This is an optimization exercise on Yosys and OpenROAD, whose aim is small area, a short achievable clock period and few clock cycles per item, not a production implementation. RTL that was checked went through simulation tests only; none was proved equivalent to the original. For runs 1 and 2, only the layout was checked, not whether the RTL still works. Power is estimated from default activity; no workload was simulated.

--- flow/config.mk ---
export PLATFORM = sky130hd
export DESIGN_NAME = oi1_codec
export DESIGN_NICKNAME = oi1_codec
export VERILOG_FILES = /design/flow/design.v
export SDC_FILE = /design/flow/constraint.sdc
export NUM_CORES = 4
export LEC_CHECK = 0
export CAP_MARGIN = 20
export CORE_MARGIN = 2
export CORE_UTILIZATION = 40
export SLEW_MARGIN = 20
export SYNTH_MEMORY_MAX_BITS = 16384
--- flow/constraint.sdc ---
create_clock -name core_clock -period 13.0 [get_ports {clk}]
set_input_delay 2.6000 -clock core_clock [delete_from_list [all_inputs] [get_ports {clk}]]
set_output_delay 2.6000 -clock core_clock [all_outputs]
set_load 0.01 [all_outputs]
--- flow/design.v ---
module oi1_crc_lut (
    input  wire [31:0] crc,
    input  wire [7:0]  data,
    output reg  [31:0] value
);
  integer i;
  always @(*) begin
    value = crc ^ {24'd0, data};
    for (i = 0; i < 8; i = i + 1)
      value = value[0] ? ((value >> 1) ^ 32'hEDB88320) : (value >> 1);
  end
endmodule
module oi1_codec (
    input  wire        clk,
    input  wire        rst,
    input  wire        cmd_valid,
    output wire        cmd_ready,
    input  wire [7:0]  cmd_op,
    input  wire [15:0] cmd_len,
    input  wire        in_valid,
    output wire        in_ready,
    input  wire [7:0]  in_data,
    output wire        out_valid,
    input  wire        out_ready,
    output wire [7:0]  out_data,
    output wire        rsp_valid,
    output wire [3:0]  rsp_status,
    output wire [1:0]  rsp_version,
    output wire        rsp_verified,
    output wire [31:0] rsp_crc,
    output wire [31:0] rsp_expected,
    output wire [7:0]  rsp_err_char,
    output wire [15:0] rsp_err_pos,
    output wire        rsp_is_valid,
    output wire [1:0]  rsp_reason,
    output wire [6:0]  rsp_quality,
    output wire [2:0]  rsp_issues
);
  localparam [7:0] OP_CRC    = 8'h02;
  localparam [7:0] OP_ENCODE = 8'h07;
  localparam [7:0] OP_DECODE = 8'h08;
  localparam [7:0] OP_VALID  = 8'h0A;
  localparam [7:0] OP_QUAL   = 8'h0B;
  localparam [3:0] ST_OK         = 4'd0;
  localparam [3:0] ST_FORMAT     = 4'd2;
  localparam [3:0] ST_VALIDATION = 4'd3;
  localparam [3:0] ST_DECODING   = 4'd4;
  localparam [3:0] ST_INTEGRITY  = 4'd5;
  localparam [3:0] ST_BADCMD     = 4'd7;
  localparam [7:0] SYM_O  = 8'h4F;   
  localparam [7:0] SYM_0  = 8'h30;   
  localparam [7:0] SYM_I  = 8'h49;   
  localparam [7:0] SYM_L  = 8'h6C;   
  localparam [2:0] RNG_80_BF = 3'd0;
  localparam [2:0] RNG_A0_BF = 3'd1;
  localparam [2:0] RNG_80_9F = 3'd2;
  localparam [2:0] RNG_90_BF = 3'd3;
  localparam [2:0] RNG_80_8F = 3'd4;
  function [7:0] sym_of;
    input [1:0] g;
    begin
      case (g)
        2'd0: sym_of = SYM_O;
        2'd1: sym_of = SYM_0;
        2'd2: sym_of = SYM_I;
        default: sym_of = SYM_L;
      endcase
    end
  endfunction
  reg         cmd_ready_q;
  reg         act;           
  reg         st;            
  reg         m_crc, m_enc, m_dec, m_val, m_qua, m_none;
  reg         lz;            
  reg         lt8;           
  reg         dfmt;          
  reg         dv2;           
  reg  [1:0]  version_q;
  reg  [15:0] in_left;       
  reg         in_ready_q;
  reg         d_en;          
  wire cmd_fire = cmd_valid && cmd_ready_q;
  wire in_fire  = in_valid && in_ready_q;
  wire op_reads = (cmd_op == OP_CRC) || (cmd_op == OP_ENCODE) || (cmd_op == OP_DECODE) ||
                  (cmd_op == OP_VALID) || (cmd_op == OP_QUAL);
  reg  [7:0]  d;             
  reg  [3:0]  dh;            
  reg         vs, vn;        
  reg         v;             
  reg         d_comp;        
  reg         d_main;        
  wire        s = vs;        
  wire [1:0]  g = {dh[2] | dh[3], dh[1] | dh[3]};
  reg  [31:0] x;             
  reg  [5:0]  acc;           
  reg         bad, mism;
  reg  [1:0]  u_need;
  reg  [2:0]  u_rng;
  reg         u_err;
  reg  [15:0] pos;           
  reg  [7:0]  h1, h2;        
  reg         vk1, vk2;      
  reg         eqa, eqb, eqc;
  reg         run4;
  reg  [2:0]  wdist;          
  reg  signed [19:0] pe;     
  reg  [20:0] hq0, hq1, hq2, hq3;
  wire [23:0] zq = x[23:0];    
  reg  [38:0] dq;
  reg  [8:0]  dp;
  reg         hf;            
  reg         out_valid_q;
  reg  [7:0]  out_data_q;
  reg  [5:0]  sq;            
  reg  [1:0]  sqn;           
  reg  [4:0]  tcnt;          
  reg         rsp_valid_q;
  reg  [3:0]  status_q;
  reg         isv_q;
  reg  [1:0]  reason_q;
  reg  [6:0]  quality_q;
  reg  [2:0]  issues_q;
  wire [7:0]  crc_in = m_dec ? {acc, g} : d;
  wire [31:0] crc_step;
  oi1_crc_lut u_crc (.crc(~x), .data(crc_in), .value(crc_step));
  wire [31:0] x_step = ~crc_step;
  wire [31:0] x_rot  = {x[29:0], x[31:30]};
  wire [7:0] ub = {acc, g};
  reg  [1:0] u_need_s;
  reg  [2:0] u_rng_s;
  reg        u_bad_s;
  always @(*) begin
    u_need_s = 2'd0;
    u_rng_s  = RNG_80_BF;
    u_bad_s  = 1'b0;
    if (u_need == 2'd0) begin
      if (ub <= 8'h7F) begin
        u_need_s = 2'd0;
      end else if (ub >= 8'hC2 && ub <= 8'hDF) begin
        u_need_s = 2'd1;
      end else if (ub == 8'hE0) begin
        u_need_s = 2'd2;
        u_rng_s  = RNG_A0_BF;
      end else if (ub == 8'hED) begin
        u_need_s = 2'd2;
        u_rng_s  = RNG_80_9F;
      end else if (ub >= 8'hE1 && ub <= 8'hEF) begin
        u_need_s = 2'd2;
      end else if (ub == 8'hF0) begin
        u_need_s = 2'd3;
        u_rng_s  = RNG_90_BF;
      end else if (ub == 8'hF4) begin
        u_need_s = 2'd3;
        u_rng_s  = RNG_80_8F;
      end else if (ub >= 8'hF1 && ub <= 8'hF3) begin
        u_need_s = 2'd3;
      end else begin
        u_bad_s  = 1'b1;
      end
    end else begin
      u_need_s = u_need - 2'd1;
      case (u_rng)
        RNG_A0_BF: u_bad_s = !(ub >= 8'hA0 && ub <= 8'hBF);
        RNG_80_9F: u_bad_s = !(ub >= 8'h80 && ub <= 8'h9F);
        RNG_90_BF: u_bad_s = !(ub >= 8'h90 && ub <= 8'hBF);
        RNG_80_8F: u_bad_s = !(ub >= 8'h80 && ub <= 8'h8F);
        default:   u_bad_s = !(ub >= 8'h80 && ub <= 8'hBF);
      endcase
    end
  end
  reg         e1q, e2q;
  wire        vk1e  = vk1 && !st;
  wire        vk2e  = vk2 && !st;
  wire        run_hit = e1q && eqa && eqb;
  wire        alt_hit = e2q && eqc && !eqb;
  wire        qv   = v && m_qua;
  wire [20:0] hsel = ({21{dh[0]}} & hq0) | ({21{dh[1]}} & hq1) |
                     ({21{dh[2]}} & hq2) | ({21{dh[3]}} & hq3);
  wire [20:0] hinc = hsel + 21'd25;
  wire [15:0] pos_inc = pos + 16'd1;
  wire [38:0] opa  = vs ? {15'd0, hsel, 3'b000} : vn ? ~{19'd0, pos, 4'b0000} : 39'd0;
  wire [38:0] opb  = vs ? {{15{zq[23]}}, zq} : vn ? ~{20'd0, pos_inc, 3'b010} : 39'd0;
  wire [38:0] cs_s = dq ^ opa ^ opb;
  wire [38:0] cs_m = (dq & opa) | (dq & opb) | (opa & opb);
  wire [38:0] cs_c = {cs_m[37:0], 1'b0};
  reg  [38:0] dq_n;
  reg  [8:0]  dp_n;
  reg         rc;
  integer     bi;
  always @(*) begin
    rc = 1'b0;
    for (bi = 0; bi < 39; bi = bi + 1) begin
      if (bi != 0 && bi % 4 == 0) begin
        dp_n[bi / 4 - 1] = rc;
        rc = dp[bi / 4 - 1];
      end
      dq_n[bi] = cs_s[bi] ^ cs_c[bi] ^ rc;
      rc = (cs_s[bi] & cs_c[bi]) | (cs_s[bi] & rc) | (cs_c[bi] & rc);
    end
  end
  reg  signed [19:0] pe_add;
  always @(*) begin
    if (!alt_hit)             pe_add = -20'sd3;
    else case (wdist)
      3'd1:    pe_add = 20'sd7;
      3'd2:    pe_add = 20'sd17;
      3'd3:    pe_add = 20'sd27;
      default: pe_add = 20'sd37;
    endcase
  end
  wire out_fire = out_valid_q && out_ready;
  wire out_fire_data_load = out_fire && sqn != 2'd0;
  reg         bad_n, mism_n, u_err_n;
  reg  [1:0]  u_need_n;
  reg         ov_n, hf_n, rsp_n;
  reg         dec_emit;
  reg         enc_free;
  wire full      = v || hf;
  wire tail_pend = act && (in_left == 16'd0) && !full && !lz && (tcnt != 5'd16);
  always @(*) begin
    bad_n    = bad;
    mism_n   = mism;
    u_err_n  = u_err;
    u_need_n = u_need;
    dec_emit = 1'b0;
    if (st) begin
      bad_n = 1'b0; mism_n = 1'b0; u_err_n = 1'b0; u_need_n = 2'd0;
    end else if (v && !bad && (m_dec ? !dfmt : m_val)) begin
      if (!s)
        bad_n = 1'b1;
      else if (m_dec && d_main) begin
        if (d_comp) begin
          dec_emit = 1'b1;
          u_need_n = u_need_s;
          u_err_n  = u_err | u_bad_s;
        end
      end else if (m_dec) begin
        mism_n = mism | (g != x[31:30]);
      end
    end
    enc_free = !out_valid_q || (out_ready && sqn == 2'd0);
    ov_n = out_valid_q && !out_fire;
    hf_n = hf;
    if (m_enc) begin
      if (out_fire && sqn != 2'd0)
        ov_n = 1'b1;
      else if (enc_free && (full || (tail_pend && !st)))
        ov_n = 1'b1;
      hf_n = full && !enc_free;
    end else if (dec_emit) begin
      ov_n = 1'b1;
    end
    rsp_n = 1'b0;
    if (act) begin
      if (m_none)
        rsp_n = st;
      else if (in_left == 16'd0) begin
        if (m_qua)
          rsp_n = !st && !v && (dp == 9'd0);
        else if (m_enc)
          rsp_n = lz || (!st && !full && !ov_n && tcnt == 5'd16);
        else if (m_dec)
          rsp_n = !ov_n;
        else
          rsp_n = 1'b1;
      end
    end
  end
  wire       left_nz_n = in_fire ? (|in_left[15:1]) : (|in_left);
  wire [1:0] left_lo_n = in_left[1:0] - {1'b0, in_fire};
  wire       full_n    = in_fire || hf_n;
  wire       in_ready_n = cmd_ready_q ? (cmd_fire && op_reads && (|cmd_len))
                                      : (act && left_nz_n &&
                                         !(m_enc && full_n) &&
                                         !(m_dec && left_lo_n == 2'd1 && ov_n));
  always @(posedge clk) begin
    if (rst) begin
      cmd_ready_q <= 1'b1;
      act         <= 1'b0;
      st          <= 1'b0;
      in_ready_q  <= 1'b0;
      d_en        <= 1'b1;
      v           <= 1'b0;
      hf          <= 1'b0;
      out_valid_q <= 1'b0;
      rsp_valid_q <= 1'b0;
    end else begin
      cmd_ready_q <= rsp_n || (cmd_ready_q && !cmd_fire);
      act         <= cmd_fire || (act && !rsp_n);
      st          <= cmd_fire;
      in_ready_q  <= in_ready_n;
      d_en        <= !(m_enc && full_n);
      v           <= in_fire;
      hf          <= hf_n;
      out_valid_q <= ov_n;
      rsp_valid_q <= rsp_n;
    end
  end
  always @(posedge clk) begin
    if (!act) begin
      m_crc     <= (cmd_op == OP_CRC);
      m_enc     <= (cmd_op == OP_ENCODE);
      m_dec     <= (cmd_op == OP_DECODE);
      m_val     <= (cmd_op == OP_VALID);
      m_qua     <= (cmd_op == OP_QUAL);
      m_none    <= !op_reads;
      lz        <= (cmd_len == 16'd0);
      lt8       <= (cmd_len < 16'd8);
      dfmt      <= (cmd_len[1:0] != 2'b00);
      dv2       <= (cmd_len > 16'd16) && (cmd_len[1:0] == 2'b00);
      version_q <= (cmd_len == 16'd0) ? 2'd3 :
                   (cmd_len[1:0] != 2'b00) ? 2'd0 :
                   (cmd_len > 16'd16) ? 2'd2 : 2'd1;
      in_left   <= cmd_len;
    end else if (in_fire) begin
      in_left   <= in_left - 16'd1;
    end
  end
  wire in_sym = (in_data == SYM_O) || (in_data == SYM_0) || (in_data == SYM_I) || (in_data == SYM_L);
  always @(posedge clk) begin
    dh <= {4{in_fire}} & {in_data == SYM_L, in_data == SYM_I, in_data == SYM_0, in_data == SYM_O};
    vs <= in_fire && in_sym;
    vn <= in_fire && !in_sym;
    if (d_en) begin
      d      <= in_data;
      e1q    <= (in_data == h1) && vk1e;
      e2q    <= (in_data == h2) && vk2e;
      d_comp <= (in_left[1:0] == 2'd1);
      d_main <= !dv2 || (in_left > 16'd16);
    end
  end
  always @(posedge clk) begin
    if (m_qua) begin
      if (in_fire) begin
        h1 <= in_data;
        h2 <= h1;
      end
      if (st) begin
        vk1 <= in_fire;
        vk2 <= 1'b0;
      end else if (in_fire) begin
        vk1 <= 1'b1;
        vk2 <= vk1;
      end
    end else if (v && !bad) begin
      h1 <= d;
    end
  end
  always @(posedge clk) begin
    bad    <= bad_n;
    mism   <= mism_n;
    u_err  <= u_err_n;
    u_need <= u_need_n;
    if (st) begin
      x    <= m_qua ? 32'd63 : 32'd0;
      pos  <= 16'd0;
      eqa  <= 1'b0;
      eqb  <= 1'b0;
      eqc  <= 1'b0;
      run4 <= 1'b0;
      wdist <= 3'd4;
      pe   <= -20'sd1;
      hq0  <= 21'd0;
      hq1  <= 21'd0;
      hq2  <= 21'd0;
      hq3  <= 21'd0;
      dq   <= {39{1'b1}};
      dp   <= 9'd0;
      tcnt <= 5'd0;
      u_rng <= RNG_80_BF;
    end else begin
      if (v && (m_crc || m_enc))
        x <= x_step;
      else if (dec_emit)
        x <= x_step;
      else if (v && m_dec && !dfmt && !bad && s && !d_main)
        x <= x_rot;
      else if (v && m_qua)
        x[23:0] <= zq - (s ? 24'd74 : 24'd24);
      if (v && m_dec && !dfmt && !bad && s) begin
        if (d_main)
          acc <= {acc[3:0], g};
        else
          dq[31:0] <= {dq[29:0], g};    
      end
      if (dec_emit)
        u_rng <= u_rng_s;
      if (v && (m_qua || !bad))
        pos <= pos_inc;
      if (v && m_qua) begin
        eqa  <= e1q;
        eqb  <= eqa;
        eqc  <= e2q;
        if (run_hit)
          run4 <= 1'b1;
        wdist <= alt_hit ? 3'd1 : (wdist == 3'd4) ? 3'd4 : wdist + 3'd1;
        pe   <= pe + pe_add;
        if (dh[0]) hq0 <= hinc;
        if (dh[1]) hq1 <= hinc;
        if (dh[2]) hq2 <= hinc;
        if (dh[3]) hq3 <= hinc;
      end
      if (m_qua) begin
        dq <= dq_n;
        dp <= dp_n;
      end
      if (m_enc && enc_free && tail_pend)
        tcnt <= tcnt + 5'd1;
    end
  end
  always @(posedge clk) begin
    if (m_enc) begin
      if (out_fire_data_load) begin
        out_data_q <= sym_of(sq[5:4]);
        sq         <= {sq[3:0], 2'b00};
        sqn        <= sqn - 2'd1;
      end else if (enc_free && full) begin
        out_data_q <= sym_of(d[7:6]);
        sq         <= d[5:0];
        sqn        <= 2'd3;
      end else if (enc_free && tail_pend && !st) begin
        out_data_q <= sym_of(x[5'd31 - {tcnt[3:0], 1'b0} -: 2]);
        sqn        <= 2'd0;
      end
    end else if (dec_emit) begin
      out_data_q <= {acc, g};
      sqn        <= 2'd0;
    end
  end
  always @(posedge clk) begin
    status_q  <= m_none ? ST_BADCMD :
                 !m_dec ? ST_OK :
                 dfmt ? ST_FORMAT :
                 bad_n ? ST_VALIDATION :
                 (u_err_n || u_need_n != 2'd0) ? ST_DECODING :
                 (dv2 && mism_n) ? ST_INTEGRITY : ST_OK;
    isv_q     <= !lz && !bad_n;
    reason_q  <= lz ? 2'd1 : bad_n ? 2'd2 : 2'd0;
    issues_q  <= {run4 || !pe[19], lt8, !dq[38]};
    quality_q <= 7'd100 - (!dq[38] ? 7'd20 : 7'd0) - (lt8 ? 7'd10 : 7'd0)
                        - ((run4 || !pe[19]) ? 7'd15 : 7'd0);
  end
  assign cmd_ready    = cmd_ready_q;
  assign in_ready     = in_ready_q;
  assign out_valid    = out_valid_q;
  assign out_data     = out_data_q;
  assign rsp_valid    = rsp_valid_q;
  assign rsp_status   = status_q;
  assign rsp_version  = version_q;
  assign rsp_verified = dv2;
  assign rsp_crc      = x;
  assign rsp_expected = dq[31:0];
  assign rsp_err_char = h1;
  assign rsp_err_pos  = pos;
  assign rsp_is_valid = isv_q;
  assign rsp_reason   = reason_q;
  assign rsp_quality  = quality_q;
  assign rsp_issues   = issues_q;
endmodule
--- flow/flow/run.sh ---
#!/bin/bash
# Own layout flow: the standard synthesis unchanged, then the standard layout with a
# larger setup-slack margin, so that ORFS's timing repair keeps working on paths well below the
# clock period. Each step's full output goes to a log file of its own in this folder.
set -euo pipefail
bash standard.sh synth > synth.log 2>&1
bash standard.sh SETUP_SLACK_MARGIN=9.3 finish > layout.log 2>&1
--- flow/standard.sh ---
#!/bin/bash
# synth_recipe.tcl (not shown) runs the flow's synth.tcl, then flattens the netlist and writes it again
# the make line also repeats each setting of config.mk as NAME=value (left out here)
make -C /OpenROAD-flow-scripts/flow DESIGN_CONFIG=/design/flow/config.mk WORK_HOME=/design/flow/orfs CLKGATE_MAP_FILE= SYNTH_SCRIPT=/design/flow/synth_recipe.tcl "${@:-finish}"
==> results of run 1 <==
[layout by cell type (no fill, tap or decap), types with 28 or more instances in the layout]
| master | count |
|---|---|
| sky130_fd_sc_hd__nor2_1 | 189 |
| sky130_fd_sc_hd__xnor2_1 | 76 |
| sky130_fd_sc_hd__buf_4 | 143 |
| sky130_fd_sc_hd__nor3_1 | 28 |
| sky130_fd_sc_hd__o211ai_1 | 31 |
| sky130_fd_sc_hd__edfxtp_1 | 112 |
| sky130_fd_sc_hd__ha_1 | 60 |
| sky130_fd_sc_hd__a211oi_1 | 36 |
| sky130_fd_sc_hd__buf_2 | 102 |
| sky130_fd_sc_hd__inv_1 | 119 |
| sky130_fd_sc_hd__a22oi_1 | 42 |
| sky130_fd_sc_hd__fa_1 | 69 |
| sky130_fd_sc_hd__nand2_1 | 387 |
| sky130_fd_sc_hd__clkbuf_16 | 45 |
| sky130_fd_sc_hd__nand3_1 | 42 |
| sky130_fd_sc_hd__xor2_1 | 77 |
| sky130_fd_sc_hd__a21oi_1 | 176 |
| sky130_fd_sc_hd__o21ai_0 | 92 |
| sky130_fd_sc_hd__dfxtp_4 | 37 |
| sky130_fd_sc_hd__dfxtp_1 | 166 |
[logic make-up after synthesis]
| logic type | after synthesis | share of synthesized area |
|---|---|---|
| DFF | 330 | 0.3825 |
| muxes | 41 | 0.02837 |
| buffers and inverters | 295 | 0.06355 |
| xor gates and xnor gates | 171 | 0.08312 |
| other | 1 | 0.0001856 |
| AOI/OAI and AO/OA | 500 | 0.1559 |
| and+or+nand+nor | 795 | 0.1727 |
| adders and majority gates | 138 | 0.1136 |
[per-stage QoR]
stage	area (um2)	cells	setup slack, ns	power (W)	hold WS, ns
2_1_floorplan	20330	2271	9.091	0.001677	0.4062
3_3_place_gp	22050	2947	8.419	0.001855	0.4412
3_5_place_dp	22050	2947	8.344	0.001866	0.4463
4_1_cts	23840	3111	9.125	0.003029	0.4540
5_1_grt	24400	3154	9.057	0.003162	0.4695
6_report	24400	3155	9.182	0.003016	0.4512
[power groups by stage]
stage / Clock [W] / Sequential [W] / Combinational [W]
floorplan: 0 / 0.00122 / 0.000453
global placement: 0 / 0.00127 / 0.000588
detailed placement: 0 / 0.00127 / 0.000598
CTS: 0.00117 / 0.00122 / 0.000638
global route: 0.00121 / 0.00123 / 0.000725
finish: 0.00115 / 0.00122 / 0.000646
[area by class of cell]
cell class / instances / area [um2] / area share
Tap cell: 672 / 840.8 / 0.03446
Clock buffer: 57 / 1197 / 0.04908
Antenna cell: 1 / 2.502 / 0.0001026
Multi-Input combinational cell: 1646 / 11540 / 0.4730
Timing Repair Buffer: 306 / 2301 / 0.09431
Inverter: 127 / 491.7 / 0.02015
Clock inverter: 16 / 138.9 / 0.005692
Sequential cell: 330 / 7885 / 0.3232
[flip-flops by register name, indices dropped and copies added (netlist names), 9 cells and up]
name / cells
dp: 9
pe: 20
x: 32
hq1: 21
hq3: 21
hq0: 21
pos: 16
in_left: 16
hq2: 21
dq: 39
[worst paths after layout]
| kind | startpoint | to | slack (ns) | cells past startpoint |
|---|---|---|---|---|
| min | hq0[7] | hq0[7] | 0.45 | 2 |
| max reg2reg | pos[3] | dq[19] | 9.18 | 15 |
| min reg2reg | hq0[7] | hq0[7] | 0.45 | 2 |
| max | pos[3] | dq[19] | 9.18 | 15 |
[per-layer routing]
metal / global-route usage / share of wire / up-vias
li1: - / - / 8145
met1: 0.3048 / 0.43 / 8537
met2: 0.3666 / 0.46 / 693
met3: 0.03518 / 0.069 / 116
met4: 0.09007 / 0.033 / 0
met5: 0 / 0 / -
[synthesized netlist by cell type (5+ instances only)]
library cell                 n
sky130_fd_sc_hd__o32ai_1     5
sky130_fd_sc_hd__buf_4      35
sky130_fd_sc_hd__o211ai_1   31
sky130_fd_sc_hd__buf_2      11
sky130_fd_sc_hd__nor4_1     18
sky130_fd_sc_hd__xnor2_1    76
sky130_fd_sc_hd__nand2_1   398
sky130_fd_sc_hd__o31ai_1    10
sky130_fd_sc_hd__dfxtp_1   218
sky130_fd_sc_hd__a21o_1      8
sky130_fd_sc_hd__ha_1       61
sky130_fd_sc_hd__mux2_2      7
sky130_fd_sc_hd__mux4_2     10
sky130_fd_sc_hd__or3_1      13
sky130_fd_sc_hd__xor2_1     78
sky130_fd_sc_hd__or2_2       7
sky130_fd_sc_hd__and2_1     12
sky130_fd_sc_hd__o21ai_0   105
sky130_fd_sc_hd__nor3_1     30
sky130_fd_sc_hd__buf_1      23
sky130_fd_sc_hd__fa_1       76
sky130_fd_sc_hd__mux2i_1    21
sky130_fd_sc_hd__a21oi_1   179
sky130_fd_sc_hd__clkbuf_1   96
sky130_fd_sc_hd__o21a_1      8
sky130_fd_sc_hd__edfxtp_1  112
sky130_fd_sc_hd__nand3_1    46
sky130_fd_sc_hd__nor3b_1     6
sky130_fd_sc_hd__and3_1     17
sky130_fd_sc_hd__nor2b_1    12
sky130_fd_sc_hd__nor2_1    193
sky130_fd_sc_hd__a211oi_1   36
sky130_fd_sc_hd__a22oi_1    46
sky130_fd_sc_hd__xnor2_2     8
sky130_fd_sc_hd__nand4_1    15
sky130_fd_sc_hd__inv_1     123
sky130_fd_sc_hd__a31oi_1     9
[worst register-to-register path: cells and delay by family (launching register included)]
family                     cells  cell delay, ns
AOI/OAI and AO/OA              2            0.22
xor gates and xnor gates       1            0.16
buffers and inverters          2            0.11
adders and majority gates      5            1.97
and+or+nand+nor                5            0.82
DFF                            1            0.39
[timing repair]
item | 4_1_cts | 5_1_grt
hold buffers | 0 | 0
setup buffers | 91 | 40
resized for setup | 610 | 52
cloned | 0 | 3
pin swaps | 24 | 25
endpoints found under the setup margin | 215 | 133
==> out/qor.log, run 1 <==
qor: logic_synthesis.synth_top_flop_cell sky130_fd_sc_hd__dfxtp_1
qor: sta.final_hold_viol_count 0
qor: grt.antenna_found_initial 1
qor: cts.cts_made_buffers 40
qor: power.p_int 0.002123 W
qor: sta.finalClockSkew 0.02341 ns
qor: cts.clock_pin_slew_worst_setup_and_hold_paths 0.06 ns
qor: floorplan.core_area 0.04997 mm2
qor: sta.setup_violations 0
qor: critical_path.timing_worst_setup_path_type flop to flop
qor: layout.fill_cells 4687
qor: sta.rsz0062_at_grt yes
qor: sta.finalCriticalPeriod 3.818 ns
qor: critical_path.setup.worst_path.start_class flop
qor: critical_path.cpLargestDelayFamily adder cells
qor: cts.ctsHtreeMaxLevel 2
qor: logic_synthesis.syn-cell-area 0.02020 mm2
qor: critical_path.cp_max_fo 5
qor: logic_synthesis.syn_avg_cell_area 8.895 um2
qor: layout.area_growth_syn_to_layout 20.78%
qor: route.drt_iter0_markers 1288
qor: cts.cts_tree yes
qor: critical_path.max_stage_delay_on_crit_path 0.48 ns
qor: floorplan.area_enclosed_by_the_die_boundary 0.05232 mm2
qor: critical_path.critical_path.most_common_cell sky130_fd_sc_hd__fa_2
qor: logic_synthesis.netlist.top_cell.by_area sky130_fd_sc_hd__dfxtp_1
qor: sta.relSlewSlack 0.2918
qor: logic_synthesis.netlist.area_leader.share 0.2160
qor: power.clockPowerShare 0.381
qor: logic_synthesis.yosys_register_bits 330
qor: sta.max_freq 0.2619 GHz
qor: power.leakage 9.823 nW
qor: hold_path.timing.hold.worst.class flop to flop
qor: power.sw_frac_of_total 0.2958
qor: logic_synthesis.syn-num-nets 2445
qor: grt.largest_net_degree_at_the_start_of_global_routing 68
qor: floorplan.die_width 228.7 um
qor: sta.worst_pin_slew 1.062 ns
qor: sta.final_max_slew_viol_count 0
qor: logic_synthesis.synth_enable_flop_cells 112
qor: route.drt_wl_total 61.47 mm
qor: sta.final.period_utilization 0.2937
qor: critical_path.worstPathCellList nand2_4, nor4_4, and3_4, and3_4, xor2_1, o21ai_1, fa_1, inv_1, fa_2, fa_2, fa_2, inv_2, fa_1, o21ai_1, nand2_1
qor: route.drt_pre_antenna_iters 5
qor: run.timing.max_cap.violations 0
qor: logic_synthesis.seq_area_frac_synth 0.3825
qor: critical_path.critical_path.slowest_cell sky130_fd_sc_hd__fa_1
qor: floorplan.floorplan.initialDensity 0.4043
qor: floorplan.placementRows 82
qor: route.drc_errors 0
qor: cts.tritoncts_num_sinks 330
qor: floorplan.dieHeight 228.7 um
qor: logic_synthesis.synth_warnings 2
qor: power.power_frac_seq 0.405
qor: cts.clk_latency 0.57 ns
qor: power.power.density_cell_area 123.6 mW/mm2
qor: layout.final_layout_size_suffix_gt1_frac 0.2051
qor: critical_path.worst-endpoint-required 13.42 ns
qor: layout.fin_util 0.4883
qor: floorplan.top_level_ports 157
qor: route.antenna_left 0
qor: logic_synthesis.ys_top_cells_by_area sky130_fd_sc_hd__dfxtp_1 22%, sky130_fd_sc_hd__edfxtp_1 17%, sky130_fd_sc_hd__fa_1 7.5%, sky130_fd_sc_hd__nand2_1 7.4%, sky130_fd_sc_hd__a21oi_1 4.4%
qor: critical_path.crit_arrival 4.24 ns
qor: cts.clock_tree.buffer_depth 3
qor: grt.grt_overflow 0
qor: logic_synthesis.synthDistinctLibCells 96
qor: placement.gp_congestion 0.9008
qor: route.avgViaCountPerCell 5.544
qor: sta.setup-tns-final 0 ns
qor: layout.layout.nets 2625
qor: logic_synthesis.synth-async-reset-ratio 0
qor: logic_synthesis.netlist_instances 2271
qor: critical_path.worst_setup_path_end_kind flop
qor: route.routed-via-count 17491
qor: power.ir_worst_vdd 0.08709 mV
qor: grt.grt_util_all_layers 0.2269
qor: run_status.status no timing/DRC/antenna violations
qor: power.power_frac_comb 0.214
qor: grt.grt_pass1_wl 94.50 mm
qor: placement.port-buffer-count 155
qor: grt.grt_pass1_vias 16851
qor: placement.dp_hpwl 40.26 mm
qor: critical_path.crit_buf_inv 2
qor: power.power_spent_charging_and_discharging_nets 0.0008921 W
qor: route.wl_per_cell 19.48 um
qor: cts.clock-root-buffer sky130_fd_sc_hd__clkbuf_16
==> run 2: changes to the inputs <==
--- a/flow/flow/run.sh
+++ b/flow/flow/run.sh
@@ -4,4 +4,4 @@
 # clock period. Each step's full output goes to a log file of its own in this folder.
 set -euo pipefail
 bash standard.sh synth > synth.log 2>&1
-bash standard.sh SETUP_SLACK_MARGIN=9.3 finish > layout.log 2>&1
+bash standard.sh SETUP_SLACK_MARGIN=9.3 CTS_CLUSTER_SIZE=30 CTS_CLUSTER_DIAMETER=80 finish > layout.log 2>&1
==> run 2 against run 1 <==
Net effect:
- core utilization shrank 0.82 points
- clock skew grew 0.018 ns
- critical endpoint unchanged
- area after synthesis stayed put
- global-route usage fell by 0.32 points
- worst hold slack gained 0.0076 ns
- highest routed layer unchanged
- critical path type unchanged
- largest cell class unchanged
==> out/qor.log, run 2 <==
qor: logic_synthesis.ys_top_cells_by_area sky130_fd_sc_hd__dfxtp_1 22%, sky130_fd_sc_hd__edfxtp_1 17%, sky130_fd_sc_hd__fa_1 7.5%, sky130_fd_sc_hd__nand2_1 7.4%, sky130_fd_sc_hd__a21oi_1 4.4%
qor: placement.gp_congestion 0.9008
qor: power.power.density_cell_area 113.3 mW/mm2
qor: power.power_frac_seq 0.449
qor: logic_synthesis.yosys_register_bits 330
qor: critical_path.critical_path.slowest_cell sky130_fd_sc_hd__fa_1
qor: grt.largest_net_degree_at_the_start_of_global_routing 68
qor: grt.grt_pass1_vias 16715
qor: route.drt_wl_total 60.62 mm
qor: layout.final_layout_size_suffix_gt1_frac 0.2017
qor: sta.relSlewSlack 0.2978
qor: critical_path.crit-reg2reg-launch pos[3]
qor: sta.finalClockSkew 0.04131 ns
qor: layout.register_bank_with_the_most_flops dq
qor: hold_path.hold_path_startpoint hq0[7]
qor: sta.setup_violations 0
qor: logic_synthesis.synth_top_flop_cell sky130_fd_sc_hd__dfxtp_1
qor: grt.antenna_found_initial 1
qor: critical_path.max_stage_delay_on_crit_path 0.48 ns
qor: logic_synthesis.synth_warnings 2
qor: route.drc_errors 0
qor: cts.clock_tree.buffer_depth 3
qor: sta.final_max_slew_viol_count 0
qor: floorplan.top_level_ports 157
qor: cts.clk_latency 0.58 ns
qor: sta.rsz0062_at_grt yes
qor: logic_synthesis.synth-async-reset-ratio 0
qor: floorplan.floorplan.initialDensity 0.4043
qor: floorplan.die_width 228.7 um
qor: critical_path.cp_max_fo 4
qor: route.drt_iter0_markers 1380
qor: route.drt_pre_antenna_iters 5
qor: layout.area_growth_syn_to_layout 18.76%
qor: logic_synthesis.syn-cell-area 0.02020 mm2
qor: logic_synthesis.netlist.top_cell.by_area sky130_fd_sc_hd__dfxtp_1
qor: cts.tritoncts_num_sinks 330
qor: power.ir_worst_vdd 0.08734 mV
qor: route.wl_per_cell 19.39 um
qor: critical_path.critical_path.most_common_cell sky130_fd_sc_hd__fa_2
qor: grt.grt_util_all_layers 0.2237
qor: floorplan.area_enclosed_by_the_die_boundary 0.05232 mm2
qor: layout.max_reg_flops 39
qor: power.clockPowerShare 0.314
qor: sta.final.period_utilization 0.3022
qor: hold_path.timing.hold.worst.class flop to flop
qor: sta.worst_pin_slew 1.053 ns
qor: sta.final_hold_viol_count 0
qor: placement.dp_hpwl 40.26 mm
qor: cts.clock-root-buffer sky130_fd_sc_hd__clkbuf_16
qor: cts.clock_pin_slew_worst_setup_and_hold_paths 0.10 ns
qor: critical_path.timing_worst_setup_path_type flop to flop
qor: logic_synthesis.netlist.area_leader.share 0.2160
qor: sta.post-route-worst-setup-slack 9.071 ns
qor: power.leakage 9.573 nW
qor: floorplan.core_area 0.04997 mm2
qor: logic_synthesis.syn-num-nets 2445
qor: hold_path.hold-path-cell-count 2
qor: hold_path.whs_endpoint hq0[7]
qor: critical_path.worstPathCellList nand2_2, nor4_4, and3_4, and3_4, xor2_1, o21ai_1, fa_1, inv_1, fa_2, fa_2, fa_2, inv_2, fa_1, o21ai_1, nand2_1
qor: power.p_int 0.001841 W
qor: critical_path.setup.worst_path.start_class flop
qor: placement.port-buffer-count 155
qor: run.timing.max_cap.violations 0
qor: logic_synthesis.synthDistinctLibCells 96
qor: critical_path.reg2reg_depth 15
qor: critical_path.crit_arrival 4.34 ns
qor: cts.ctsHtreeMaxLevel 1
qor: run_status.status no timing/DRC/antenna violations
qor: power.sw_frac_of_total 0.3224
qor: floorplan.placementRows 82
qor: placement.pre_cts_setup_slack 8.344 ns
qor: layout.mostFrequentLayoutCells 388 x sky130_fd_sc_hd__nand2_1, 189 x sky130_fd_sc_hd__nor2_1, 176 x sky130_fd_sc_hd__a21oi_1, 157 x sky130_fd_sc_hd__dfxtp_1, 139 x sky130_fd_sc_hd__buf_4
qor: layout.commonest_non_fill_non_tap_cell_in_the_layout sky130_fd_sc_hd__nand2_1
qor: logic_synthesis.syn_avg_cell_area 8.895 um2
qor: route.avgViaCountPerCell 5.507
qor: sta.finalCriticalPeriod 3.929 ns
qor: route.antenna_left 0
qor: logic_synthesis.seq_area_frac_synth 0.3825
qor: critical_path.crit_buf_inv 2
qor: power.power_frac_comb 0.236
qor: logic_synthesis.netlist_instances 2271
qor: sta.max_freq 0.2545 GHz
qor: route.routed-via-count 17219
qor: critical_path.worst_setup_path_end_kind flop
qor: floorplan.dieHeight 228.7 um
qor: cts.cts_tree yes
qor: critical_path.ff2ff_setup_slack 9.07 ns
qor: grt.grt_pass1_wl 94.21 mm
qor: logic_synthesis.synth_top_cells_by_count 398 x sky130_fd_sc_hd__nand2_1, 218 x sky130_fd_sc_hd__dfxtp_1, 193 x sky130_fd_sc_hd__nor2_1, 179 x sky130_fd_sc_hd__a21oi_1, 123 x sky130_fd_sc_hd__inv_1
qor: grt.grt_overflow 0
qor: logic_synthesis.synth_enable_flop_cells 112
qor: cts.cts_made_buffers 24
qor: logic_synthesis.synth.most_common_cell sky130_fd_sc_hd__nand2_1
qor: critical_path.cpLargestDelayFamily adder cells
qor: sta.setup-tns-final 0 ns
qor: layout.layout.nets 2610
qor: critical_path.critical_path.reg2reg.endpoint dq[19]
qor: critical_path.worst-endpoint-required 13.41 ns
qor: power.power_spent_charging_and_discharging_nets 0.0008762 W
qor: layout.largest_registers dq x39, x x32
[run 2: cell count changes in the layout (fill, tap and decap cells not counted), sizes merged, moves of 2 or more]
cell and change:
clkinv -7, clkbuf -29, clkdlybuf4s15 -3, dlymetal6s2s -2
inv +9, clkdlybuf4s50 +3
[run 2: timing repair]
action	4_1_cts	5_1_grt
pin swaps	16	23
hold buffers	0	0
buffers inserted	94	36
gates resized for setup	619	49
cloned	2	3
endpoints found under the setup margin	216	127
endpoints found under the hold margin	0	0
[run 2: worst min-delay path: stages, from the launching register on]
cell,delay (ns)
sky130_fd_sc_hd__dfxtp_1,0.32
sky130_fd_sc_hd__nand2_1,0.05
sky130_fd_sc_hd__a21oi_1,0.05
[run 2: layout make-up]
class,instances,area [um2]
antenna,1,2.502
clock buffer,27,643.1
clock inverter,17,234.0
fill,4719,25970
inverter,127,491.7
multi-input combinational,1646,11530
sequential,330,7891
tap,672,840.8
timing repair buffer,306,2352
timing repair inverter,1,5.005
[run 2: power groups by stage]
stage | Sequential (W) | Combinational [W] | Clock [W]
final | 0.00122 | 0.000642 | 0.000854
after global routing | 0.00123 | 0.000722 | 0.000908
after CTS | 0.00122 | 0.000635 | 0.000873
after detailed placement | 0.00127 | 0.000598 | 0
after global placement | 0.00127 | 0.000588 | 0
after floorplan | 0.00122 | 0.000453 | 0
[run 2: kinds of logic (layout without fill, tap and decap cells)]
logic type               count (synthesis)  after routing  synth area share
AO/OA/AOI/OAI                          500            500            0.1559
XOR/XNOR                               171            171           0.08312
adder cells (fa/ha/maj)                138            138            0.1136
buffers and inverters                  295            478           0.06355
flip-flops                             330            330            0.3825
multiplexers                            41             41           0.02837
other                                    1              2         0.0001856
AND/OR/NAND/NOR                        795            795            0.1727
[run 2: stage by stage]
step / power (W) / instances / cell area (um2) / util / hold slack, ns
2_1_floorplan: 0.001677 / 2271 / 20330 / - / 0.4062
3_3_place_gp: 0.001855 / 2947 / 22050 / 0.4413 / 0.4412
3_5_place_dp: 0.001866 / 2947 / 22050 / 0.4413 / 0.4463
4_1_cts: 0.002730 / 3087 / 23450 / 0.4694 / 0.4589
5_1_grt: 0.002864 / 3126 / 23990 / 0.4801 / 0.4729
6_report: 0.002717 / 3127 / 23990 / 0.4801 / 0.4588
[run 2: layer usage]
metal	GRT usage	up-vias	share of wire
met1	0.3054	8434	0.44
li1	-	8119	-
met2	0.3702	573	0.47
met5	0	-	0
met4	0.06025	0	0.025
met3	0.03306	93	0.064
[run 2: worst max-delay path by stage]
stage / start / to / slack, ns / cells past startpoint
5_1_grt: pos[1] / dq[19] / 8.94 / 16
2_1_floorplan: pos[0] / dq[19] / 9.09 / 14
6_report: pos[3] / dq[19] / 9.07 / 15
3_5_place_dp: out_ready / out_data_q[5] / 8.34 / 5
3_3_place_gp: out_ready / out_data_q[1] / 8.42 / 5
4_1_cts: pos[1] / dq[19] / 9.10 / 15
==> run 3: changes to the inputs <==
--- a/flow/design.v
+++ b/flow/design.v
@@ -178,8 +178,8 @@
                      ({21{dh[2]}} & hq2) | ({21{dh[3]}} & hq3);
   wire [20:0] hinc = hsel + 21'd25;
   wire [15:0] pos_inc = pos + 16'd1;
-  wire [38:0] opa  = vs ? {15'd0, hsel, 3'b000} : vn ? ~{19'd0, pos, 4'b0000} : 39'd0;
-  wire [38:0] opb  = vs ? {{15{zq[23]}}, zq} : vn ? ~{20'd0, pos_inc, 3'b010} : 39'd0;
+  wire [38:0] opa  = vs ? {15'd0, hsel, 3'b000} : vn ? {~{19'd0, pos}, 4'b1100} : 39'd0;
+  wire [38:0] opb  = vs ? {{15{zq[23]}}, zq} : vn ? {~{20'd0, pos}, 3'b000} : 39'd0;
   wire [38:0] cs_s = dq ^ opa ^ opb;
   wire [38:0] cs_m = (dq & opa) | (dq & opb) | (opa & opb);
   wire [38:0] cs_c = {cs_m[37:0], 1'b0};
--- a/flow/flow/run.sh
+++ b/flow/flow/run.sh
@@ -4,4 +4,4 @@
 # clock period. Each step's full output goes to a log file of its own in this folder.
 set -euo pipefail
 bash standard.sh synth > synth.log 2>&1
-bash standard.sh SETUP_SLACK_MARGIN=9.3 CTS_CLUSTER_SIZE=30 CTS_CLUSTER_DIAMETER=80 finish > layout.log 2>&1
+bash standard.sh SETUP_SLACK_MARGIN=9.45 finish > layout.log 2>&1
==> run 3 against run 2 <==
Net effect:
- still clean on timing, DRC and antenna
- critical path depth is 14 lower
- clock power rose by 39%
- synthesized cell count down 2.5%
- fmax up 1.6%
- flip-flop and latch count stayed put
- core utilization grew 2.1 points
- global-route usage rose by 1.6 points
- cell count decreased by 0.83%
- clock skew down 0.019 ns
- critical path type is now flop to output pin
==> out/qor.log, run 3 <==
qor: hold_path.timing.hold.worst.class flop to flop
qor: critical_path.worst-endpoint-required 10.40 ns
qor: layout.final_layout_size_suffix_gt1_frac 0.2158
qor: critical_path.ff2ff_setup_slack 9.57 ns
qor: grt.grt_pass1_wl 94.45 mm
qor: cts.cts_hold_buf 0
qor: layout.multi_input_combinational_cell_area 0.01117 mm2
qor: route.drt_pre_antenna_iters 5
qor: logic_synthesis.muxShareOfSynthArea 0.02839
qor: cts.ctsHtreeMaxLevel 2
qor: cts.cts_made_buffers 41
qor: cts.clk_latency 0.59 ns
qor: critical_path.max_stage_delay_on_crit_path 0.49 ns
qor: power.ir_worst_vdd 0.07349 mV
qor: floorplan.top_level_ports 157
qor: layout.largest_registers dq x39, x x32
qor: route.avgViaCountPerCell 5.498
qor: floorplan.placementRows 81
qor: sta.finalClockSkew 0.02209 ns
qor: layout.num_antenna_cells 0
qor: logic_synthesis.synth_top_flop_cell sky130_fd_sc_hd__dfxtp_1
qor: power.power_frac_comb 0.223
qor: floorplan.dieHeight 226.4 um
qor: logic_synthesis.largest_family_of_logic_cells_by_synthesized_area simple AND/OR/NAND/NOR gates
qor: sta.finalCriticalPeriod 3.867 ns
qor: logic_synthesis.synth_adder_area_share 0.1152
qor: hold_path.hold-path-cell-count 2
qor: critical_path.crit-reg2reg-launch dh[1]
qor: sta.setup-tns-final 0 ns
qor: route.drc_errors 0
qor: layout.fin_cells 3101
qor: power.power.density_cell_area 127.6 mW/mm2
qor: logic_synthesis.netlist.top_cell.by_area sky130_fd_sc_hd__dfxtp_1
qor: power.p_int 0.002186 W
qor: placement.dp_hpwl 40.03 mm
qor: hold_path.whs_endpoint hq3[6]
qor: critical_path.worst_setup_path_end_kind output pin
qor: sta.final_hold_viol_count 0
qor: logic_synthesis.synth_enable_flop_cells 112
qor: logic_synthesis.seq_area_frac_synth 0.3905
qor: power.power_spent_charging_and_discharging_nets 0.0009361 W
qor: route.routed-via-count 17048
qor: power.power_frac_seq 0.397
qor: logic_synthesis.synth-async-reset-ratio 0
qor: layout.reg_area 0.007924 mm2
qor: floorplan.core_area 0.04885 mm2
qor: critical_path.setup.worst_path.start_class flop
qor: placement.port-buffer-count 155
qor: layout.commonest_non_fill_non_tap_cell_in_the_layout sky130_fd_sc_hd__nand2_1
qor: logic_synthesis.synthDistinctLibCells 85
qor: cts.clock_pin_slew_worst_setup_and_hold_paths 0.06 ns
qor: logic_synthesis.ys_top_cells_by_area sky130_fd_sc_hd__dfxtp_1 22%, sky130_fd_sc_hd__edfxtp_1 17%, sky130_fd_sc_hd__fa_1 7.5%, sky130_fd_sc_hd__nand2_1 7.1%, sky130_fd_sc_hd__a21oi_1 4.4%
qor: logic_synthesis.synth_compound_area_frac 0.1499
qor: layout.area_growth_syn_to_layout 23.68%
qor: layout.fill_cells 4610
qor: grt.largest_net_degree_at_the_start_of_global_routing 74
qor: cts.cts_tree yes
qor: sta.worst_pin_slew 1.068 ns
qor: layout.layout.nets 2579
qor: floorplan.floorplan.initialDensity 0.4051
qor: run.timing.max_cap.violations 0
qor: critical_path.crit_arrival 1.27 ns
qor: cts.tritoncts_num_sinks 330
qor: layout.fin_util 0.5010
qor: sta.rsz0062_at_grt yes
qor: power.sw_frac_of_total 0.2998
qor: hold_path.hold_path_startpoint hq3[6]
qor: logic_synthesis.syn_avg_cell_area 8.938 um2
qor: critical_path.critical_path.reg2reg.endpoint dq[7]
qor: grt.grt_overflow 0
qor: critical_path.critical_path.slowest_cell sky130_fd_sc_hd__edfxtp_1
qor: critical_path.crit_buf_inv 1
qor: critical_path.cp_max_fo 2
qor: layout.register_bank_with_the_most_flops dq
qor: logic_synthesis.synth_warnings 2
qor: sta.relSlewSlack 0.2860
qor: cts.clock_tree.buffer_depth 3
qor: critical_path.worstPathCellList buf_2
qor: layout.mostFrequentLayoutCells 362 x sky130_fd_sc_hd__nand2_1, 186 x sky130_fd_sc_hd__nor2_1, 172 x sky130_fd_sc_hd__a21oi_1, 155 x sky130_fd_sc_hd__dfxtp_1, 137 x sky130_fd_sc_hd__buf_4
qor: grt.grt_util_all_layers 0.2393
qor: power.clockPowerShare 0.381
qor: floorplan.area_enclosed_by_the_die_boundary 0.05127 mm2
qor: logic_synthesis.syn-cell-area 0.01979 mm2
qor: sta.max_freq 0.2586 GHz
qor: floorplan.die_width 226.4 um
qor: route.drt_wl_total 61.33 mm
qor: critical_path.reg2reg_depth 13
qor: placement.gp_congestion 0.8557
qor: route.drt_iter0_markers 1206
qor: power.leakage 9.767 nW
qor: grt.grt_pass1_vias 16492
qor: logic_synthesis.yosys_register_bits 330
qor: logic_synthesis.synthSimpleGateAreaFrac 0.1712
qor: critical_path.cpLargestDelayFamily flip-flops
qor: grt.antenna_found_initial 0
qor: route.wl_per_cell 19.78 um
qor: logic_synthesis.synth_top_cells_by_count 374 x sky130_fd_sc_hd__nand2_1, 218 x sky130_fd_sc_hd__dfxtp_1, 191 x sky130_fd_sc_hd__nor2_1, 173 x sky130_fd_sc_hd__a21oi_1, 124 x sky130_fd_sc_hd__inv_1
qor: placement.dpl_cells 2894
qor: layout.max_reg_flops 39
qor: logic_synthesis.syn-num-nets 2388
qor: sta.setup_violations 0
qor: run_status.status no timing/DRC/antenna violations
qor: logic_synthesis.netlist.area_leader.share 0.2205
qor: critical_path.timing_worst_setup_path_type flop to output pin
qor: sta.final_max_slew_viol_count 0
qor: logic_synthesis.parity_gate_share_of_the_synthesized_area_counting_xor_and_xnor_cells 0.08213
qor: logic_synthesis.netlist_instances 2214
qor: route.antenna_left 0
qor: logic_synthesis.synth.most_common_cell sky130_fd_sc_hd__nand2_1
qor: sta.final.period_utilization 0.2975
qor: cts.clock-root-buffer sky130_fd_sc_hd__clkbuf_16
==> run 3: worst max path at each step <==
stage / start / cells after the start / to
global placement: out_ready / 5 / sq[4]
finish: x[16] / 1 / rsp_crc[16]
detailed placement: out_ready / 5 / sq[4]
floorplan: in_data[2] / 6 / vs
global route: x[16] / 1 / rsp_crc[16]
CTS: x[16] / 1 / rsp_crc[16]
==> run 3: cell families (layout without fill, tap and decap cells) <==
| family | count (synthesis) | in the layout |
|---|---|---|
| adder cells (fa/ha/maj) | 138 | 138 |
| flip-flops | 330 | 330 |
| other | 1 | 1 |
| multiplexers | 41 | 41 |
| XOR/XNOR | 160 | 160 |
| AO/OA/AOI/OAI | 486 | 486 |
| buffers and inverters | 286 | 509 |
| AND/OR/NAND/NOR | 772 | 772 |
==> run 3: timing repair <==
action                     in CTS  in global routing
setup endpoints to repair     210                149
cloned                          5                  1
buffers inserted              100                 26
gates resized for setup       706                 62
pin swaps                      11                 14
hold endpoints to repair        0                  0
==> run 3: power by group through the flow <==
stage	registers [W]	clock network, W	logic (W)
after global routing	0.00125	0.00125	0.000773
after detailed placement	0.00127	0	0.000601
after floorplan	0.00122	0	0.000448
after global placement	0.00127	0	0.000590
final	0.00124	0.00119	0.000695
after CTS	0.00124	0.00121	0.000683
==> run 3: area by class of cell <==
type                       instances  area share
multi-input combinational       1598      0.4565
sequential                       330      0.3238
timing repair buffer             305      0.1083
clock buffer                      50     0.04795
tap                              664     0.03395
inverter                         127     0.02019
clock inverter                    25    0.008997
timing repair inverter             2   0.0004090
==> run 3: stage by stage <==
stage	hold slack, ns	power, W	worst slack (ns)	cell area, um2
global route	0.4708	0.003266	9.120	24470
finish	0.4522	0.003122	9.133	24470
global placement	0.4409	0.001861	8.487	21710
floorplan	0.4066	0.001672	9.334	19990
detailed placement	0.4483	0.001874	8.431	21710
CTS	0.4565	0.003129	9.115	24080
==> run 3: layer usage <==
| layer | routed length, um | share of wire | vias to the layer above | GRT usage |
|---|---|---|---|---|
| li1 | - | - | 7965 | - |
| met1 | 26150 | 0.43 | 8302 | 0.3172 |
| met2 | 28050 | 0.46 | 666 | 0.3871 |
| met3 | 5242 | 0.085 | 115 | 0.05248 |
| met4 | 1887 | 0.031 | 0 | 0.08043 |
| met5 | 0 | 0 | - | 0 |
Testbench counts of run 3, summed over its fixed seeds: cycles 20,327, items 13,868.
==> run 4: changes to the inputs <==
--- a/flow/flow/run.sh
+++ b/flow/flow/run.sh
@@ -4,4 +4,4 @@
 # clock period. Each step's full output goes to a log file of its own in this folder.
 set -euo pipefail
 bash standard.sh synth > synth.log 2>&1
-bash standard.sh SETUP_SLACK_MARGIN=9.45 finish > layout.log 2>&1
+bash standard.sh SETUP_SLACK_MARGIN=9.3 TNS_END_PERCENT=10 SLEW_MARGIN=10 CAP_MARGIN=10 CTS_CLUSTER_SIZE=30 CTS_CLUSTER_DIAMETER=80 finish > layout.log 2>&1
==> run 4 against run 3 <==
Net effect:
- still clean on timing, DRC and antenna
- via count decreased by 3.4%
- clock skew hardly changed
- combinational power is 14% lower
- final area is 5.8% lower
- clock-buffer cell count is 28 lower
- cell count shrank 3.2%
- worst hold slack gained 0.0086 ns
- flip-flop and latch count did not move
- fmax grew 0.44%
==> out/qor.log, run 4 <==
qor: power.sw_frac_of_total 0.3308
qor: logic_synthesis.syn-cell-area 0.01979 mm2
qor: route.avgViaCountPerCell 5.486
qor: grt.antenna_found_initial 1
qor: layout.final_layout_size_suffix_gt1_frac 0.1309
qor: layout.fin_util 0.4717
qor: sta.finalCriticalPeriod 3.850 ns
qor: power.p_int 0.001766 W
qor: logic_synthesis.synth_top_flop_cell sky130_fd_sc_hd__dfxtp_1
qor: sta.final.period_utilization 0.2962
qor: route.wl_per_cell 20.02 um
qor: power.leakage 9.052 nW
qor: cts.clock_tree.buffer_depth 3
qor: critical_path.critical_path.slowest_cell sky130_fd_sc_hd__edfxtp_1
qor: sta.setup-tns-final 0 ns
qor: logic_synthesis.synth_top_cells_by_count 374 x sky130_fd_sc_hd__nand2_1, 218 x sky130_fd_sc_hd__dfxtp_1, 191 x sky130_fd_sc_hd__nor2_1, 173 x sky130_fd_sc_hd__a21oi_1, 124 x sky130_fd_sc_hd__inv_1
qor: logic_synthesis.synth.most_common_cell sky130_fd_sc_hd__nand2_1
qor: sta.final_max_slew_viol_count 0
qor: sta.worst_pin_slew 1.083 ns
qor: logic_synthesis.syn-num-nets 2388
qor: cts.clock_pin_slew_worst_setup_and_hold_paths 0.10 ns
qor: sta.setup_violations 0
qor: cts.clk_latency 0.57 ns
qor: critical_path.crit_arrival 1.25 ns
qor: layout.register_bank_with_the_most_flops dq
qor: critical_path.worst_setup_path_end_kind output pin
qor: floorplan.placementRows 81
qor: critical_path.worstPathCellList clkdlybuf4s15_1
qor: grt.largest_net_degree_at_the_start_of_global_routing 82
qor: run.timing.max_cap.violations 0
qor: route.drc_errors 0
qor: sta.relSlewSlack 0.2781
qor: cts.cts_made_buffers 21
qor: power.power_frac_seq 0.468
qor: hold_path.timing.hold.worst.class flop to flop
qor: logic_synthesis.synth_enable_flop_cells 112
qor: sta.final_hold_viol_count 0
qor: power.clockPowerShare 0.305
qor: critical_path.crit_buf_inv 1
qor: cts.cts_tree yes
qor: floorplan.die_width 226.4 um
qor: route.routed-via-count 16462
qor: route.antenna_left 0
qor: route.drt_pre_antenna_iters 5
qor: layout.largest_registers dq x39, x x32
qor: logic_synthesis.synth_warnings 2
qor: logic_synthesis.netlist_instances 2214
qor: grt.grt_pass1_vias 16010
qor: layout.max_reg_flops 39
qor: cts.clock-root-buffer sky130_fd_sc_hd__clkbuf_16
qor: grt.grt_overflow 0
qor: layout.mostFrequentLayoutCells 368 x sky130_fd_sc_hd__nand2_1, 188 x sky130_fd_sc_hd__nor2_1, 174 x sky130_fd_sc_hd__dfxtp_1, 172 x sky130_fd_sc_hd__a21oi_1, 120 x sky130_fd_sc_hd__inv_1
qor: floorplan.core_area 0.04885 mm2
qor: power.ir_worst_vdd 0.1064 mV
qor: grt.grt_pass1_wl 91.16 mm
qor: floorplan.dieHeight 226.4 um
qor: power.power_frac_comb 0.227
qor: critical_path.setup.worst_path.start_class flop
qor: power.power_spent_charging_and_discharging_nets 0.0008727 W
qor: placement.dp_hpwl 39.96 mm
qor: critical_path.cp_max_fo 2
qor: sta.finalClockSkew 0.02218 ns
qor: run_status.status no timing/DRC/antenna violations
qor: layout.layout.nets 2497
qor: logic_synthesis.synthDistinctLibCells 85
qor: logic_synthesis.syn_avg_cell_area 8.938 um2
qor: grt.grt_util_all_layers 0.2282
qor: logic_synthesis.synth-async-reset-ratio 0
qor: layout.area_growth_syn_to_layout 16.45%
qor: cts.tritoncts_num_sinks 330
qor: critical_path.worst-endpoint-required 10.40 ns
qor: cts.ctsHtreeMaxLevel 1
qor: power.power.density_cell_area 114.5 mW/mm2
qor: layout.num_antenna_cells 0
qor: route.drt_iter0_markers 1153
qor: floorplan.top_level_ports 157
qor: floorplan.floorplan.initialDensity 0.4051
qor: route.drt_wl_total 60.09 mm
qor: sta.rsz0062_at_grt yes
qor: critical_path.timing_worst_setup_path_type flop to output pin
qor: layout.commonest_non_fill_non_tap_cell_in_the_layout sky130_fd_sc_hd__nand2_1
qor: logic_synthesis.yosys_register_bits 330
qor: logic_synthesis.seq_area_frac_synth 0.3905
qor: placement.port-buffer-count 155
qor: logic_synthesis.netlist.top_cell.by_area sky130_fd_sc_hd__dfxtp_1
qor: critical_path.cpLargestDelayFamily flip-flops
qor: floorplan.area_enclosed_by_the_die_boundary 0.05127 mm2
qor: sta.max_freq 0.2597 GHz
qor: critical_path.max_stage_delay_on_crit_path 0.44 ns
qor: placement.gp_congestion 0.8886
qor: logic_synthesis.netlist.area_leader.share 0.2205
qor: critical_path.ff2ff_setup_slack 9.33 ns
qor: logic_synthesis.ys_top_cells_by_area sky130_fd_sc_hd__dfxtp_1 22%, sky130_fd_sc_hd__edfxtp_1 17%, sky130_fd_sc_hd__fa_1 7.5%, sky130_fd_sc_hd__nand2_1 7.1%, sky130_fd_sc_hd__a21oi_1 4.4%
## run 4: cell counts after synthesis
No cell type changed its count.
## run 4: power groups by stage
stage          clock, W  combinational, W  sequential, W
2_1_floorplan         0          0.000445        0.00122
3_3_place_gp          0          0.000583        0.00127
3_5_place_dp          0          0.000595        0.00127
4_1_cts        0.000818          0.000591        0.00124
5_1_grt        0.000852          0.000680        0.00125
6_report       0.000805          0.000599        0.00123
## run 4: timing repair
action | 4_1_cts | 5_1_grt
pin swaps | 1 | 6
resized for setup | 289 | 111
setup endpoints to repair | 208 | 210
buffers inserted | 54 | 14
hold buffers | 0 | 0
gates cloned | 0 | 4
hold endpoints to repair | 0 | 0
## run 4: kinds of logic after synthesis
group                    synth area share
multiplexers                      0.02839
flip-flops                         0.3905
AO/OA/AOI/OAI                      0.1499
AND/OR/NAND/NOR                    0.1712
other                           0.0001895
adder cells (fa/ha/maj)            0.1152
buffers and inverters             0.06247
XOR/XNOR                          0.08213
## run 4: per-stage QoR
| step | power, W | hold slack (ns) | instances | worst slack, ns | cell area (um2) |
|---|---|---|---|---|---|
| after global placement | 0.001850 | 0.4412 | 2892 | 8.357 | 21590 |
| after floorplan | 0.001669 | 0.4066 | 2214 | 9.214 | 19810 |
| after detailed placement | 0.001863 | 0.4462 | 2892 | 8.300 | 21590 |
| final | 0.002638 | 0.4608 | 3001 | 9.150 | 23040 |
| after CTS | 0.002646 | 0.4603 | 2983 | 9.109 | 22730 |
| after global routing | 0.002779 | 0.4788 | 3001 | 9.112 | 23040 |
## run 4: final cells by class
| cell class | count | area (um2) |
|---|---|---|
| fill | 4716 | 25810 |
| multi-input combinational | 1598 | 10990 |
| sequential | 330 | 7848 |
| timing repair buffer | 245 | 2087 |
| tap | 664 | 830.8 |
| clock buffer | 22 | 550.5 |
| inverter | 127 | 493.0 |
| clock inverter | 15 | 245.2 |
## run 4: final timing paths
path                 to  depth (start not counted)    start
max          rsp_crc[1]                          1     x[1]
min             hq1[18]                          2  hq1[18]
max reg2reg      dq[23]                         13    dh[1]
min reg2reg     hq1[18]                          2  hq1[18]
## run 4: worst reg2reg max path: stages (launching register included)
cell	delay, ns
sky130_fd_sc_hd__dfxtp_4	0.46
sky130_fd_sc_hd__buf_16	0.21
sky130_fd_sc_hd__a22o_1	0.27
sky130_fd_sc_hd__a221oi_2	0.30
sky130_fd_sc_hd__inv_1	0.14
sky130_fd_sc_hd__a21oi_1	0.26
sky130_fd_sc_hd__fa_1	0.25
sky130_fd_sc_hd__fa_1	0.17
sky130_fd_sc_hd__inv_1	0.05
sky130_fd_sc_hd__fa_1	0.38
sky130_fd_sc_hd__fa_1	0.39
sky130_fd_sc_hd__fa_1	0.42
sky130_fd_sc_hd__o21ai_0	0.16
sky130_fd_sc_hd__nand2_1	0.07
## run 4: metal layers
metal / global-route usage / share of wire / vias up
met5: 0 / 0 / -
met4: 0.06048 / 0.027 / 0
met3: 0.03564 / 0.073 / 84
li1: - / - / 7799
met1: 0.3051 / 0.43 / 7961
met2: 0.3845 / 0.47 / 618
==> run 5: changes to the inputs <==
==> flow/flow/run.sh (replaced) <==
#!/bin/bash
# Own layout flow: the standard synthesis unchanged, then the standard layout with a
# larger setup-slack margin, so that ORFS's timing repair keeps working on paths well below the
# clock period. Each step's full output goes to a log file of its own in this folder.
set -euo pipefail
bash standard.sh synth > synth.log 2>&1
bash standard.sh SETUP_SLACK_MARGIN=9.3 TNS_END_PERCENT=10 SLEW_MARGIN=10 CAP_MARGIN=10 CORE_UTILIZATION=55 finish > layout.log 2>&1
==> run 5 against run 4 <==
Net effect:
- still clean on timing, DRC and antenna
- cell count down 5.7%
- total power up 11%
- synthesized cell count unchanged
- worst hold slack worse by 0.0053 ns
- wire length down 3.5%
- clock-buffer cell count up 39
- critical path depth unchanged
- combinational power down 2%
- area after synthesis unchanged
- worst setup slack worse by 0.00092 ns
- critical path type unchanged
==> out/qor.log, run 5 <==
qor: cts.tritoncts_num_sinks 330
qor: floorplan.die_width 193.7 um
qor: logic_synthesis.netlist.area_leader.share 0.2205
qor: power.ir_worst_vdd 0.09802 mV
qor: power.leakage 9.288 nW
qor: sta.max_freq 0.2597 GHz
qor: route.drt_pre_antenna_iters 5
qor: layout.max_reg_flops 39
qor: route.antenna_left 0
qor: critical_path.crit_buf_inv 1
qor: cts.clock_pin_slew_worst_setup_and_hold_paths 0.06 ns
qor: cts.clock_tree.buffer_depth 3
qor: logic_synthesis.syn-num-nets 2388
qor: logic_synthesis.syn_avg_cell_area 8.938 um2
qor: layout.final_layout_size_suffix_gt1_frac 0.1288
qor: layout.mostFrequentLayoutCells 368 x sky130_fd_sc_hd__nand2_1, 188 x sky130_fd_sc_hd__nor2_1, 178 x sky130_fd_sc_hd__dfxtp_1, 172 x sky130_fd_sc_hd__a21oi_1, 120 x sky130_fd_sc_hd__inv_1
qor: route.drt_wl_total 57.96 mm
qor: layout.area_growth_syn_to_layout 17.83%
qor: critical_path.cpLargestDelayFamily flip-flops
qor: grt.grt_pass1_vias 16140
qor: layout.finish.instance_area 0.02332 mm2
qor: grt.grt_use_met2 0.4892
qor: cts.ctsHtreeMaxLevel 2
qor: layout.register_bank_with_the_most_flops dq
qor: layout.layout.nets 2510
qor: logic_synthesis.synth_warnings 2
qor: sta.setup-tns-final 0 ns
qor: layout.largest_registers dq x39, x x32
qor: critical_path.timing_worst_setup_path_type flop to output pin
qor: sta.worst_pin_slew 1.114 ns
qor: floorplan.top_level_ports 157
qor: run.timing.max_cap.violations 0
qor: critical_path.worst_setup_path_end_kind output pin
qor: logic_synthesis.synth_top_cells_by_count 374 x sky130_fd_sc_hd__nand2_1, 218 x sky130_fd_sc_hd__dfxtp_1, 191 x sky130_fd_sc_hd__nor2_1, 173 x sky130_fd_sc_hd__a21oi_1, 124 x sky130_fd_sc_hd__inv_1
qor: cts.cts_made_buffers 40
qor: placement.gp_congestion 0.9198
qor: logic_synthesis.seq_area_frac_synth 0.3905
qor: grt.grt.met1_usage 0.3959
qor: logic_synthesis.synth_enable_flop_cells 112
qor: critical_path.worstPathCellList buf_2
qor: floorplan.core_area 0.03548 mm2
qor: floorplan.placementRows 69
qor: logic_synthesis.synth.most_common_cell sky130_fd_sc_hd__nand2_1
qor: power.power.density_cell_area 125.9 mW/mm2
qor: cts.cts_hold_buf 0
qor: logic_synthesis.syn-cell-area 0.01979 mm2
qor: sta.finalClockSkew 0.01899 ns
qor: critical_path.critical_path.slowest_cell sky130_fd_sc_hd__edfxtp_1
qor: logic_synthesis.ys_top_cells_by_area sky130_fd_sc_hd__dfxtp_1 22%, sky130_fd_sc_hd__edfxtp_1 17%, sky130_fd_sc_hd__fa_1 7.5%, sky130_fd_sc_hd__nand2_1 7.1%, sky130_fd_sc_hd__a21oi_1 4.4%
qor: placement.dpl_cell_area 0.02132 mm2
qor: route.avgViaCountPerCell 5.873
qor: route.wl_per_cell 20.48 um
qor: critical_path.max_stage_delay_on_crit_path 0.50 ns
qor: cts.cts_tree yes
qor: floorplan.dieHeight 193.7 um
qor: sta.setup_violations 0
qor: logic_synthesis.yosys_register_bits 330
qor: critical_path.worst-endpoint-required 10.40 ns
qor: logic_synthesis.netlist.top_cell.by_area sky130_fd_sc_hd__dfxtp_1
qor: layout.commonest_non_fill_non_tap_cell_in_the_layout sky130_fd_sc_hd__nand2_1
qor: sta.post-route-worst-setup-slack 9.149 ns
qor: route.drc_errors 0
qor: logic_synthesis.netlist_instances 2214
qor: grt.globalRoute.busiestLayer met2
qor: placement.pre_cts_setup_slack 8.347 ns
qor: route.routed-via-count 16620
qor: sta.final_max_slew_viol_count 0
qor: grt.grt_util_all_layers 0.3001
qor: grt.antenna_found_initial 1
qor: grt.grt_overflow 0
qor: sta.final.period_utilization 0.2963
qor: critical_path.setup.worst_path.start_class flop
qor: grt.grt_pass1_wl 89.47 mm
qor: critical_path.crit_arrival 1.25 ns
qor: run_status.status no timing/DRC/antenna violations
qor: sta.rsz0062_at_grt yes
qor: floorplan.floorplan.initialDensity 0.5577
qor: critical_path.cp_max_fo 2
qor: layout.fill_cells 3050
qor: placement.port-buffer-count 155
qor: grt.largest_net_degree_at_the_start_of_global_routing 84
qor: logic_synthesis.synth-async-reset-ratio 0
qor: placement.dp_hpwl 37.47 mm
qor: sta.final_hold_viol_count 0
qor: cts.clock-root-buffer sky130_fd_sc_hd__clkbuf_16
qor: cts.clk_latency 0.57 ns
qor: grt.met3_usage_grt 0.05497
qor: sta.finalCriticalPeriod 3.851 ns
qor: route.drt_iter0_markers 1236
qor: floorplan.area_enclosed_by_the_die_boundary 0.03751 mm2
qor: hold_path.timing.hold.worst.class flop to flop
qor: logic_synthesis.synthDistinctLibCells 85
qor: logic_synthesis.synth_top_flop_cell sky130_fd_sc_hd__dfxtp_1
qor: sta.relSlewSlack 0.2571
## run 5: cell count changes in the layout (fill, tap and decap cells not counted), sizes merged, moves of 3 or more
cell,previous run,this run
inv,131,126
clkdlybuf4s50,28,24
clkbuf,41,65
dlygate4sd2,39,59
dlymetal6s2s,8,12
clkdlybuf4s15,33,37
nand2,374,377
buf,118,99
## run 5: worst reg2reg max path, stage by stage, from the launching register on
cell,delay (ns)
sky130_fd_sc_hd__dfxtp_4,0.38
sky130_fd_sc_hd__buf_12,0.16
sky130_fd_sc_hd__clkinvlp_4,0.15
sky130_fd_sc_hd__buf_4,0.15
sky130_fd_sc_hd__nand2_4,0.11
sky130_fd_sc_hd__o21ai_0,0.29
sky130_fd_sc_hd__fa_1,0.46
sky130_fd_sc_hd__inv_1,0.08
sky130_fd_sc_hd__fa_1,0.16
sky130_fd_sc_hd__inv_1,0.05
sky130_fd_sc_hd__fa_1,0.38
sky130_fd_sc_hd__fa_1,0.40
sky130_fd_sc_hd__fa_1,0.42
sky130_fd_sc_hd__o21ai_0,0.15
sky130_fd_sc_hd__nand2_1,0.06
## run 5: area by class of cell
| cell class | instances | area [um2] | share of cell area |
|---|---|---|---|
| diodes | 1 | 2.502 | 0.0001073 |
| clock buffers | 61 | 1171 | 0.05023 |
| clock inverters | 13 | 127.6 | 0.005473 |
| inverters | 127 | 490.5 | 0.02103 |
| multi-input cells | 1601 | 11050 | 0.4739 |
| flip-flops and latches | 330 | 7807 | 0.3348 |
| well taps | 461 | 576.8 | 0.02474 |
| repair buffers | 235 | 2087 | 0.08950 |
| repair inverters | 1 | 5.005 | 0.0002146 |
## run 5: what timing repair did
action                                  in CTS  in global routing
endpoints found under the setup margin     231                201
buffers inserted                            56                  6
pin swaps                                    2                  6
resized for setup                          285                 50
cloned                                       1                  5
## run 5: cells by family (layout without fill, tap and decap cells)
family          Yosys count  count (layout)  share of synthesized area
flops                   330             330                     0.3905
xor+xnor                160             160                    0.08213
simple gates            772             775                     0.1712
buf+inv                 286             437                    0.06247
compound gates          486             486                     0.1499
other cells               1               2                  0.0001895
mux                      41              41                    0.02839
fa+ha+maj               138             138                     0.1152
## run 5: path summary, 6_finish.rpt
path / from / to / slack, ns / depth (start not counted)
hold / removal: hq3[17] / hq3[17] / 0.46 / 2
setup reg to reg: vs / dq[15] / 9.44 / 14
setup / recovery: x[12] / rsp_crc[12] / 9.15 / 1
hold reg to reg: hq3[17] / hq3[17] / 0.46 / 2
## run 5: metrics by stage
stage | instances | total power [W] | util | hold slack [ns]
final | 2830 | 0.002935 | 0.6571 | 0.4555
after global routing | 2829 | 0.003077 | 0.6571 | 0.4757
after CTS | 2818 | 0.002947 | 0.6482 | 0.4541
after detailed placement | 2687 | 0.001853 | 0.6007 | 0.4461
after global placement | 2687 | 0.001841 | 0.6007 | 0.4417
after floorplan | 2214 | 0.001669 | - | 0.4066
## run 5: power breakdown
part | internal [W] | switching [W] | total [W]
Sequential | 0.00115 | 0.0000795 | 0.00123
Combinational | 0.000259 | 0.000331 | 0.000590
Clock | 0.000663 | 0.000452 | 0.00111
## run 5: metal layers
layer | up-vias | share of wire
met1 | 8028 | 0.42
met4 | 0 | 0.036
li1 | 7824 | -
met3 | 105 | 0.076
met2 | 663 | 0.47
met5 | - | 0
